Background: an optimization exercise with open tools, aiming at small area and a short achievable clock period. Do not read the settings as production practice.
No run shown here included a check of the RTL's function; only the layout flow was run.
Power is estimated from default activity; no workload was simulated.

`flow/config.mk`:
```
export PLATFORM = sky130hd
export DESIGN_NAME = daisy_core
export DESIGN_NICKNAME = daisy_core
export VERILOG_FILES = /design/flow/design.v
export SDC_FILE = /design/flow/constraint.sdc
export NUM_CORES = 4
export LEC_CHECK = 0
export CAP_MARGIN = 20
export CORE_MARGIN = 2
export CORE_UTILIZATION = 40
export SETUP_SLACK_MARGIN = 1.2
export SLEW_MARGIN = 20
```
`flow/constraint.sdc`:
```
create_clock -name core_clock -period 3.5 [get_ports {clk}]
set_input_delay 0.7000 -clock core_clock [delete_from_list [all_inputs] [get_ports {clk}]]
set_output_delay 0.7000 -clock core_clock [all_outputs]
set_load 0.01 [all_outputs]
```
`flow/design.v`:
```
module daisy_core (
    input  wire       clk,
    input  wire       rst,
    input  wire       op_valid,
    input  wire [3:0] op,
    output reg        cmd_ready,
    output reg        rx_active,
    output reg        hop_request,
    output reg        rdata_valid,
    output wire [7:0] rdata,
    output reg        radio_req,
    output wire       radio_channel,
    output reg        sink_byte_valid,
    output wire [7:0] sink_byte,
    output reg        sink_commit,
    output reg        sink_begin,
    output wire       sink_begin_chan
);
    localparam [2:0] PH_OFF      = 3'd0;
    localparam [2:0] PH_WAITPRE  = 3'd2;
    localparam [2:0] PH_WAITSTA  = 3'd3;
    localparam [2:0] PH_PREFETCH = 3'd4;
    localparam [2:0] PH_PAYLOAD  = 3'd5;
    localparam [2:0] PH_HOP      = 3'd6;
    localparam [2:0] ERR_NONE    = 3'd0;
    localparam [2:0] ERR_NOSTART = 3'd1;
    localparam [2:0] ERR_STUFF   = 3'd2;
    localparam [2:0] ERR_NOEND   = 3'd3;
    localparam [2:0] ERR_CRC     = 3'd4;
    localparam [15:0] CRC_POLY     = 16'h8408;
    localparam [15:0] CRC_RESIDUAL = 16'hF0B8;
    reg [2:0]  phase;
    reg [15:0] win;
    reg [9:0]  cnt;
    reg [7:0]  acc;
    reg [15:0] crc;
    reg        prev_e;
    reg        chan;
    reg [2:0]  err;
    reg [5:0]  tag;
    reg [5:0]  rd;
    reg [2:0]  phase_n;
    reg [15:0] win_n;
    reg [9:0]  cnt_n;
    reg [7:0]  acc_n;
    reg [15:0] crc_n;
    reg        prev_e_n;
    reg        chan_n;
    reg [2:0]  err_n;
    reg [5:0]  tag_n;
    reg [5:0]  rd_n;
    reg        ready_n;
    reg        rdata_valid_n, radio_req_n, sink_byte_valid_n, sink_commit_n, sink_begin_n;
    reg        d, b, stuff_due, do_reset;
    reg [15:0] crc_s;
    assign rdata           = {2'b00, rd};
    assign radio_channel   = chan;
    assign sink_begin_chan = chan;
    assign sink_byte       = acc;
    always @* begin
        phase_n  = phase;
        win_n    = win;
        cnt_n    = cnt;
        acc_n    = acc;
        crc_n    = crc;
        prev_e_n = prev_e;
        chan_n   = chan;
        err_n    = err;
        tag_n    = tag;
        ready_n  = cmd_ready;
        rdata_valid_n     = 1'b0;
        radio_req_n       = 1'b0;
        sink_byte_valid_n = 1'b0;
        sink_commit_n     = 1'b0;
        sink_begin_n      = 1'b0;
        case (op[1:0])
            2'b00:   rd_n = {3'd0, phase};
            2'b01:   rd_n = {5'd0, chan};
            2'b10:   rd_n = tag;
            default: rd_n = {3'd0, err};
        endcase
        d         = ~(prev_e ^ op[0]);
        b         = win[8];
        stuff_due = &win[7:3];
        do_reset  = 1'b0;
        crc_s     = {1'b0, crc[15:1]} ^ ((b ^ crc[0]) ? CRC_POLY : 16'h0000);
        if (op_valid) begin
            if (op[3:1] == 3'b000) begin
                prev_e_n = op[0];
                win_n    = {d, win[15:1]};
                case (phase)
                    PH_WAITPRE: begin
                        cnt_n = cnt + 10'd1;
                        if (win_n == 16'h5555 && cnt >= 10'd15) begin
                            cnt_n   = 10'd0;
                            phase_n = PH_WAITSTA;
                        end else if (cnt >= 10'd5 && d == win[15]) begin
                            phase_n = PH_HOP;
                        end
                    end
                    PH_WAITSTA: begin
                        cnt_n = cnt + 10'd1;
                        if (win_n[15:8] == 8'h7E) begin
                            cnt_n   = 10'd0;
                            phase_n = PH_PREFETCH;
                        end else if (cnt[3:0] == 4'd15) begin
                            err_n    = ERR_NOSTART;
                            do_reset = 1'b1;
                        end
                    end
                    PH_PREFETCH: begin
                        cnt_n = cnt + 10'd1;
                        if (cnt[2:0] == 3'd7) begin
                            tag_n   = win_n[15:10];
                            cnt_n   = 10'd0;
                            crc_n   = 16'hFFFF;
                            phase_n = PH_PAYLOAD;
                        end
                    end
                    PH_PAYLOAD: begin
                        if (stuff_due && b) begin
                            err_n    = ERR_STUFF;
                            do_reset = 1'b1;
                        end else begin
                            if (!stuff_due) begin
                                acc_n = {b, acc[7:1]};
                                crc_n = crc_s;
                                cnt_n = cnt + 10'd1;
                                if (cnt[2:0] == 3'd7)
                                    sink_byte_valid_n = 1'b1;
                            end
                            if (win_n[15:8] == 8'h7E) begin
                                if (crc_n != CRC_RESIDUAL)
                                    err_n = ERR_CRC;
                                else
                                    sink_commit_n = 1'b1;
                                do_reset = 1'b1;
                            end else if (!stuff_due && cnt == 10'd1020) begin
                                err_n    = ERR_NOEND;
                                do_reset = 1'b1;
                            end
                        end
                    end
                    default: begin
                    end
                endcase
            end else if (op == 4'h5) begin
                if (!cmd_ready) begin
                    do_reset = 1'b1;
                    ready_n  = 1'b1;
                end
            end else if (cmd_ready) begin
                case (op)
                    4'h2: begin
                        radio_req_n = 1'b1;
                        ready_n     = 1'b0;
                    end
                    4'h3: begin
                        phase_n = PH_OFF;
                    end
                    4'h4: begin
                        if (phase == PH_HOP) begin
                            chan_n      = ~chan;
                            radio_req_n = 1'b1;
                            ready_n     = 1'b0;
                        end
                    end
                    4'h8, 4'h9, 4'hA: begin
                        rdata_valid_n = 1'b1;
                    end
                    4'hB: begin
                        rdata_valid_n = 1'b1;
                        err_n         = ERR_NONE;
                    end
                    default: begin
                    end
                endcase
            end
        end
        if (do_reset) begin
            cnt_n        = 10'd0;
            phase_n      = PH_WAITPRE;
            sink_begin_n = 1'b1;
        end
    end
    always @(posedge clk) begin
        win  <= win_n;
        cnt  <= cnt_n;
        acc  <= acc_n;
        crc  <= crc_n;
        rd   <= rd_n;
        if (rst) begin
            phase           <= PH_OFF;
            prev_e          <= 1'b0;
            chan            <= 1'b0;
            err             <= ERR_NONE;
            tag             <= 6'd0;
            cmd_ready       <= 1'b1;
            rx_active       <= 1'b0;
            hop_request     <= 1'b0;
            rdata_valid     <= 1'b0;
            radio_req       <= 1'b0;
            sink_byte_valid <= 1'b0;
            sink_commit     <= 1'b0;
            sink_begin      <= 1'b0;
        end else begin
            phase           <= phase_n;
            prev_e          <= prev_e_n;
            chan            <= chan_n;
            err             <= err_n;
            tag             <= tag_n;
            cmd_ready       <= ready_n;
            rx_active       <= (phase_n != PH_OFF);
            hop_request     <= (phase_n == PH_HOP) & ready_n;
            rdata_valid     <= rdata_valid_n;
            radio_req       <= radio_req_n;
            sink_byte_valid <= sink_byte_valid_n;
            sink_commit     <= sink_commit_n;
            sink_begin      <= sink_begin_n;
        end
    end
endmodule
```
`flow/run.sh`:
```
#!/bin/bash
# synth_recipe.tcl (not shown) runs the flow's synth.tcl, then flattens the netlist and writes it again
# the make line also repeats each setting of config.mk as NAME=value (left out here)
make -C /OpenROAD-flow-scripts/flow DESIGN_CONFIG=/design/flow/config.mk WORK_HOME=/design/flow/orfs CLKGATE_MAP_FILE= SYNTH_SCRIPT=/design/flow/synth_recipe.tcl finish
```
==> impl_metrics.py, run 1 <==
metrics = {
    "global_routing": {
        "grt_pass1_wl_um": 12900,
        "overflow": 0,
        "grt_max_degree": 22,
        "grt_pass1_vias": 2600,
        "grtUsageTotal": 0.165,
        "antenna_found_initial": 0,
    },
    "setup_path": {
        "worst-r2r-cell-count": 6,
        "cp.required_ns": 3.77,
        "end_kind": "register",
        "r2r_start": "crc[12]",
        "setup.worst_path.end": "err[2]",
        "worstPathArrival_ns": 2.54,
        "critical_path.max_stage_delay_ns": 0.54,
        "startpoint": "crc[12]",
        "slowest_stage": "or4b_1",
        "reg2reg_to": "err[2]",
        "path_cells": "or4b_1 -> or4_1 -> mux2i_4 -> a311o_2 -> o21ai_0 -> a21oi_1",
        "crit_cells": 6,
        "r2r_slack_ns": 1.23,
        "crit_path_start_kind": "register",
        "cp_max_fo": 3,
        "critPathTopFamily": "simple AND/OR/NAND/NOR gates",
        "criticalPathCategory": "register to register",
        "path_buf_inv": 0,
    },
    "clocking": {
        "insertion_delay_ns": 0.35,
        "h-tree-depth": 3,
        "cts_root_buffer": "clkbuf_8",
        "clk_pin_slew_worst_paths_ns": 0.08,
        "cts_inserted_buffers": 9,
        "cts_tree": "yes",
        "clockBufferDepth": 2,
        "clock_sinks": 77,
    },
    "route": {
        "via_per_inst": 5.40,
        "ant_nets": 0,
        "drtIter0Drc": 200,
        "drc": 0,
        "wirelength_um": 7950,
        "avgRoutedWirePerCell_um": 15.7,
        "vias": 2731,
        "first_pass_iters": 4,
    },
    "finish": {
        "syn_to_final_growth_pct": 22.8,
        "final_common_cell": "nand2_1",
        "diodes": 0,
        "layout-drive-gt1-share": 0.176,
        "seq_area_mm2": 0.00193,
        "final_nets": 406,
        "layout_common_cells": "nand2_1, edfxtp_1, dfxtp_1",
        "multi_input_area_mm2": 0.00172,
        "finish.utilization": 0.508,
        "fillers": 798,
    },
    "yosys": {
        "synth_top_family_by_area": "simple AND/OR/NAND/NOR gates",
        "syn_inst": 353,
        "synth_compound_gate_area_share": 0.0870,
        "ys_ff_latch": 77,
        "synth-edff-count": 39,
        "synth.area.mux_share": 0.0367,
        "syn-cell-area_mm2": 0.00361,
        "yosys.area_share.simple": 0.258,
        "synth_ff_type": "edfxtp_1",
        "yosysUniqueCellTypes": 57,
        "yosys.area_share.adder": 0.0208,
        "ys_seq_area_frac": 0.535,
        "syn_area_per_cell_um2": 10.2,
        "synth-async-reset-ratio": 0,
        "ys_warn_count": 1,
        "synth-xor-area-share": 0.0291,
    },
    "worst_hold_path": {
        "worstHoldStart": "acc[1]",
        "min_path_type": "register to register",
    },
    "power": {
        "pwr-share-seq": 0.574,
        "p_leak_nw": 1.57,
        "swShare": 0.219,
        "p_clk_frac": 0.391,
        "p_int_mw": 1.29,
        "vdd_drop_max_mv": 0.183,
        "power.share.combinational": 0.034,
        "power_density_mw_per_mm2": 373,
        "switchingPower_uw": 361,
    },
    "die": {
        "coreArea_mm2": 0.00872,
        "fp.dieH_um": 99.0,
        "dieArea_mm2": 0.00980,
        "die_w_um": 99.0,
        "rows": 34,
        "initial_utilization": 0.414,
        "ios": 33,
    },
    "sta": {
        "fin_crit_sh": 0.647,
        "slew_headroom": 0.610,
        "totalNegativeSetupSlack_ns": 0,
        "whs_ns": 0.451,
        "maxSlewViolCount": 0,
        "fmax_ghz": 0.441,
        "fin_skew_ns": 0.0117,
        "worst_pin_slew_ns": 0.581,
        "report.final.hold_viol_count": 0,
        "fin_crit_ns": 2.27,
        "grt_setup_unrepaired": "false",
        "finalSetupViolCount": 0,
    },
    "placed_design": {
        "dp_hpwl_um": 5380,
        "port_buffers": 30,
        "gp_congestion": 0.867,
    },
    "run_status": {
        "status": "finished clean",
    },
    "job": {
        "cap_violations": 0,
    },
}
## cells by family after synthesis
| group | Yosys count |
|---|---|
| other cells | 1 |
| compound gates | 44 |
| buf+inv | 25 |
| xor+xnor | 12 |
| flops | 77 |
| simple gates | 176 |
| mux | 12 |
| fa+ha+maj | 6 |
## cell type report
class	instances	area share
clock buffer	9	0.0279
clock inverter	7	0.0150
inverter	7	0.00875
multi-input combinational	253	0.388
sequential	77	0.436
tap	108	0.0305
timing repair buffer	44	0.0917
timing repair inverter	1	0.00198
## cells in the mapped netlist, types with 2 or more instances
cell | number | share of area
inv_1 | 6 | 0.0062
or2_2 | 3 | 0.0052
and3_1 | 7 | 0.012
xnor2_1 | 9 | 0.022
nor3b_1 | 2 | 0.0042
nand2_1 | 52 | 0.054
nor4b_1 | 3 | 0.0073
a311oi_1 | 2 | 0.0049
edfxtp_1 | 39 | 0.32
clkbuf_1 | 6 | 0.0062
nor2b_1 | 5 | 0.0087
buf_1 | 3 | 0.0031
a21o_1 | 2 | 0.0042
buf_4 | 4 | 0.0083
o21ai_0 | 9 | 0.012
or4b_1 | 3 | 0.0083
nand3_1 | 25 | 0.035
a31oi_1 | 4 | 0.0069
dfxtp_1 | 38 | 0.21
xor2_1 | 3 | 0.0073
nand2b_1 | 6 | 0.010
or3_1 | 2 | 0.0035
nor2_1 | 31 | 0.032
nor3_1 | 5 | 0.0069
mux2i_1 | 11 | 0.030
a21oi_2 | 2 | 0.0049
nand4b_1 | 4 | 0.0097
buf_2 | 5 | 0.0069
or4_1 | 3 | 0.0062
ha_1 | 6 | 0.021
nand4_1 | 7 | 0.012
a21oi_1 | 12 | 0.017
and2_1 | 10 | 0.017
## state kept, by name, indices dropped and copies added (netlist names)
signal           count
win                 15
rd                   6
cnt                 10
err                  3
crc                 16
sink_commit          1
phase                3
sink_byte_valid      1
acc                  8
sink_begin           1
rx_active            1
prev_e               1
tag                  6
radio_req            1
hop_request          1
chan                 1
rdata_valid          1
cmd_ready            1
## how the worst min path moves through the flow
stage,to,slack (ns),depth (start not counted)
floorplan,win[2],0.42,0
global placement,win[4],0.42,0
detailed placement,win[2],0.42,0
CTS,acc[0],0.45,0
global route,win[4],0.47,0
finish,acc[0],0.45,0
## routing by layer
metal  share of wire  vias up  global-route usage
li1                -     1350                   -
met1            0.48     1301               0.233
met2            0.46       68               0.248
met3           0.048       12              0.0326
met4           0.016        0              0.0685
met5               0        -                   0
## power by group through the flow
| stage | combinational, mW | sequential [mW] | clock, mW |
|---|---|---|---|
| final | 0.0570 | 0.948 | 0.646 |
| after detailed placement | 0.0562 | 0.969 | 0 |
| after global routing | 0.0634 | 0.949 | 0.702 |
| after global placement | 0.0554 | 0.969 | 0 |
| after floorplan | 0.0371 | 0.968 | 0 |
| after CTS | 0.0565 | 0.948 | 0.664 |
## through the flow
step                      setup WS [ns]  instances  power (mW)  area [µm²]
final                              1.23        506        1.65        4430
after global routing               1.15        506        1.71        4430
after CTS                          1.22        502        1.67        4380
after detailed placement          0.285        480        1.03        4070
after global placement            0.319        480        1.02        4070
after floorplan                   0.972        354        1.01        3700
## what timing repair did
item | in CTS | in global routing
cloned | 3 | 0
pin swaps | 9 | 6
hold buffers | 0 | 0
setup endpoints to repair | 51 | 24
resized for setup | 25 | 14
buffers inserted | 3 | 4
==> run 2, diff against run 1 <==
==> flow/flow/run.sh (new file) <==
#!/bin/bash
# Standard ORFS layout, with two changes after the standard synthesis:
#  - ports are buffered with buf_4 instead of the smallest buffer the resizer picks;
#  - timing repair may swap a cell for one with another footprint.
set -euo pipefail
bash standard.sh synth > synth.log 2>&1
bash standard.sh MATCH_CELL_FOOTPRINT=0 "BUFFER_PORTS_ARGS=-buffer_cell sky130_fd_sc_hd__buf_4" finish > layout.log 2>&1
==> flow/standard.sh (new file) <==
#!/bin/bash
# synth_recipe.tcl (not shown) runs the flow's synth.tcl, then flattens the netlist and writes it again
# the make line also repeats each setting of config.mk as NAME=value (left out here)
make -C /OpenROAD-flow-scripts/flow DESIGN_CONFIG=/design/flow/config.mk WORK_HOME=/design/flow/orfs CLKGATE_MAP_FILE= SYNTH_SCRIPT=/design/flow/synth_recipe.tcl "${@:-finish}"
--- a/flow/config.mk
+++ b/flow/config.mk
@@ -10,3 +10,3 @@
 export CORE_UTILIZATION = 40
-export SETUP_SLACK_MARGIN = 1.2
+export SETUP_SLACK_MARGIN = 1.5
 export SLEW_MARGIN = 20
removed: flow/run.sh
==> run 2 against run 1 <==
Against the previous run: flip-flop and latch count stayed put; cell count is 0.40% higher; fmax is 4.7% higher; synthesized cell count stayed put; count of clock-buffer cells in the layout is 2 higher; non-clock buffer count is 2 higher; clock skew is 0.0014 ns lower; worst hold slack better by 0.0011 ns; utilization is 0.32 points higher; die area stayed put; via count is 1.4% higher; final area is 0.62% higher; critical path type is now input port to register.
==> impl_metrics.py, run 2 <==
metrics = {
    "yosys": {
        "synth_ff_type": "edfxtp_1",
        "synth_commonest_cells": "nand2_1, edfxtp_1, dfxtp_1",
        "synth-async-reset-ratio": 0,
        "syn-cell-area_mm2": 0.00361,
        "ys_ff_latch": 77,
        "syn_area_per_cell_um2": 10.2,
        "ys_warn_count": 1,
        "synth_top_area_cell": "edfxtp_1",
        "synthTopCellsByArea": "edfxtp_1, dfxtp_1, nand2_1",
        "syn_inst": 353,
        "synth_most_common_cell": "nand2_1",
        "ys_seq_area_frac": 0.535,
        "yosys.area.top_type_share": 0.324,
        "yosysUniqueCellTypes": 57,
        "synth-edff-count": 39,
    },
    "die": {
        "coreArea_mm2": 0.00872,
        "dieArea_mm2": 0.00980,
        "fp.dieH_um": 99.0,
        "ios": 33,
        "initial_utilization": 0.414,
        "die_w_um": 99.0,
        "rows": 34,
    },
    "route": {
        "drc": 0,
        "via_per_inst": 5.45,
        "vias": 2769,
        "drtIter0Drc": 157,
        "ant_nets": 0,
        "wirelength_um": 8170,
        "first_pass_iters": 4,
        "avgRoutedWirePerCell_um": 16.1,
    },
    "finish": {
        "layout_common_cells": "nand2_1, buf_4, edfxtp_1",
        "final_cell_area_mm2": 0.00446,
        "syn_to_final_growth_pct": 23.6,
        "diodes": 0,
        "final_nets": 408,
        "top_register": "crc",
        "stdcell_count": 508,
        "layout-drive-gt1-share": 0.278,
        "largest_register_ffs": 16,
        "final_common_cell": "nand2_1",
        "finish.utilization": 0.512,
        "reg_top3": "crc (16), win (15), cnt (10)",
    },
    "power": {
        "p_leak_nw": 1.63,
        "power_density_mw_per_mm2": 382,
        "vdd_drop_max_mv": 0.165,
    },
    "run_status": {
        "status": "finished clean",
    },
    "clocking": {
        "cts_inserted_buffers": 9,
        "insertion_delay_ns": 0.35,
        "clockBufferDepth": 2,
        "clk_pin_slew_worst_paths_ns": 0.09,
        "cts_tree": "yes",
        "cts_root_buffer": "clkbuf_8",
        "clock_sinks": 77,
        "h-tree-depth": 3,
        "cts_hold_buffers": 0,
    },
    "sta": {
        "fin_crit_sh": 0.618,
        "report.final.hold_viol_count": 0,
        "finalSetupViolCount": 0,
        "maxSlewViolCount": 0,
        "worst_pin_slew_ns": 0.509,
        "fin_crit_ns": 2.16,
        "slew_headroom": 0.659,
        "grt_setup_unrepaired": "true",
        "fin_skew_ns": 0.0102,
        "totalNegativeSetupSlack_ns": 0,
        "fmax_ghz": 0.462,
    },
    "setup_path": {
        "criticalPathCategory": "input port to register",
        "startpoint": "op[0]",
        "critical_path.max_stage_delay_ns": 0.34,
        "slowest_stage": "or3_4",
        "crit_path_start_kind": "input port",
        "path_cells": "buf_12 -> xnor2_4 -> inv_2 -> ha_4 -> and3_4 -> and2_4 -> or3_4 -> a41oi_4 -> nor3_2 -> and4_1",
        "path_buf_inv": 2,
        "r2r_slack_ns": 1.38,
        "critPathTopFamily": "simple AND/OR/NAND/NOR gates",
        "setup.worst_path.end": "hop_request",
        "r2r_start": "crc[12]",
        "end_kind": "register",
        "cp_max_fo": 7,
        "reg2reg_to": "err[2]",
        "cp.required_ns": 3.75,
        "worst-r2r-cell-count": 6,
        "worstPathArrival_ns": 2.41,
        "crit_cells": 10,
    },
    "global_routing": {
        "grt_max_degree": 21,
        "antenna_found_initial": 0,
        "grt_pass1_wl_um": 13300,
        "grt_pass1_vias": 2654,
        "overflow": 0,
        "grtUsageTotal": 0.173,
    },
    "placed_design": {
        "place_area_mm2": 0.00396,
        "port_buffers": 30,
        "dp_cells": 477,
        "dp_hpwl_um": 5340,
        "gp_congestion": 0.896,
    },
    "worst_hold_path": {
        "min_path_type": "register to register",
    },
    "job": {
        "cap_violations": 0,
    },
}
==> run 2: cell type report <==
cell class / instances / area (µm²)
clock buffers: 11 / 174
clock inverters: 5 / 36.3
fillers: 790 / 4260
inverters: 7 / 30.0
multi-input cells: 253 / 1780
flip-flops and latches: 77 / 1930
well taps: 108 / 135
repair buffers: 46 / 365
repair inverters: 1 / 5.00
==> run 2: worst min path at each step <==
stage / startpoint / endpoint / slack (ns) / cells after the start
2_1_floorplan: win[3] / win[2] / 0.42 / 0
3_3_place_gp: win[7] / win[6] / 0.43 / 0
3_5_place_dp: win[7] / win[6] / 0.43 / 0
4_1_cts: win[7] / win[6] / 0.45 / 0
5_1_grt: win[5] / win[4] / 0.48 / 0
6_report: win[5] / win[4] / 0.45 / 0
==> run 2: kinds of logic (layout without fill, tap and decap cells) <==
family / after synthesis / in the layout / share of synthesized area
adder cells (fa/ha/maj): 6 / 6 / 0.0208
AND/OR/NAND/NOR: 176 / 176 / 0.258
AO/OA/AOI/OAI: 44 / 45 / 0.0870
multiplexers: 12 / 12 / 0.0367
XOR/XNOR: 12 / 12 / 0.0291
buffers and inverters: 25 / 70 / 0.0319
other: 1 / 2 / 0.00104
flip-flops: 77 / 77 / 0.535
==> run 2: timing repair <==
| action | CTS | global route |
|---|---|---|
| hold endpoints to repair | 0 | 0 |
| buffers inserted | 10 | 2 |
| pin swaps | 12 | 2 |
| gates cloned | 3 | 0 |
| setup endpoints to repair | 51 | 49 |
| gates resized for setup | 29 | 12 |
==> run 2: power breakdown <==
part / internal, mW / switching, mW
clock network: 0.348 / 0.349
logic: 0.0244 / 0.0353
registers: 0.944 / 0.00456
total: 1.32 / 0.389
==> run 2: per-stage QoR <==
| step | power [mW] | setup WS, ns | hold WS, ns |
|---|---|---|---|
| 2_1_floorplan | 1.01 | 0.930 | 0.417 |
| 4_1_cts | 1.72 | 1.36 | 0.449 |
| 3_5_place_dp | 1.02 | 0.602 | 0.430 |
| 3_3_place_gp | 1.02 | 0.662 | 0.428 |
| 6_report | 1.71 | 1.34 | 0.452 |
| 5_1_grt | 1.76 | 1.27 | 0.481 |
==> run 2: worst register-to-register path, cell delays in order, from the launching register on <==
cell	delay, ns
edfxtp_1	0.41
or4b_1	0.52
or4_4	0.43
mux2i_4	0.21
a311o_2	0.26
o21ai_1	0.08
a21oi_1	0.14
==> run 2: per-layer routing <==
layer  global-route usage  routed length, µm  vias up  part of all wire
met2                0.271               3820       71              0.47
met4               0.0854                 76        0            0.0093
met1                0.231               3910     1338              0.48
li1                     -                  -     1354                 -
met3               0.0284                359        6             0.044
met5                    0                  0        -                 0

[what the ideal ports hide]
The flow's constraints put no driver on any port. The routed layouts listed below were extracted and timed again, unchanged, in two steps. Step 1 (the two cells are an assumption about what drives the block):
set clk [get_ports {clk}]
set_driving_cell -lib_cell sky130_fd_sc_hd__clkbuf_16 $clk
set_driving_cell -lib_cell sky130_fd_sc_hd__buf_2 [delete_from_list [all_inputs] $clk]
Step 2 moves the port delays by t, midway between the first and last clock arrival at a register: inputs arrive t later, outputs are due t later. That takes back most of the time a late clock gives input paths. a / b / c = ideal / step 1 / step 2; a / b = the first two.
run | t (ns) | setup WS [ns] | clock arrival spread, ns
run 1 | 0.374 | 1.234 / 1.234 / 0.902 | 0.012 / 0.012
run 2 | 0.380 | 1.336 / 1.320 / 0.941 | 0.012 / 0.011
After both steps setup and hold are still met in every run listed. For run 2, which loses most, drivers alone change the setup slack by -0.016 ns; drivers and shift together by -0.395 ns.
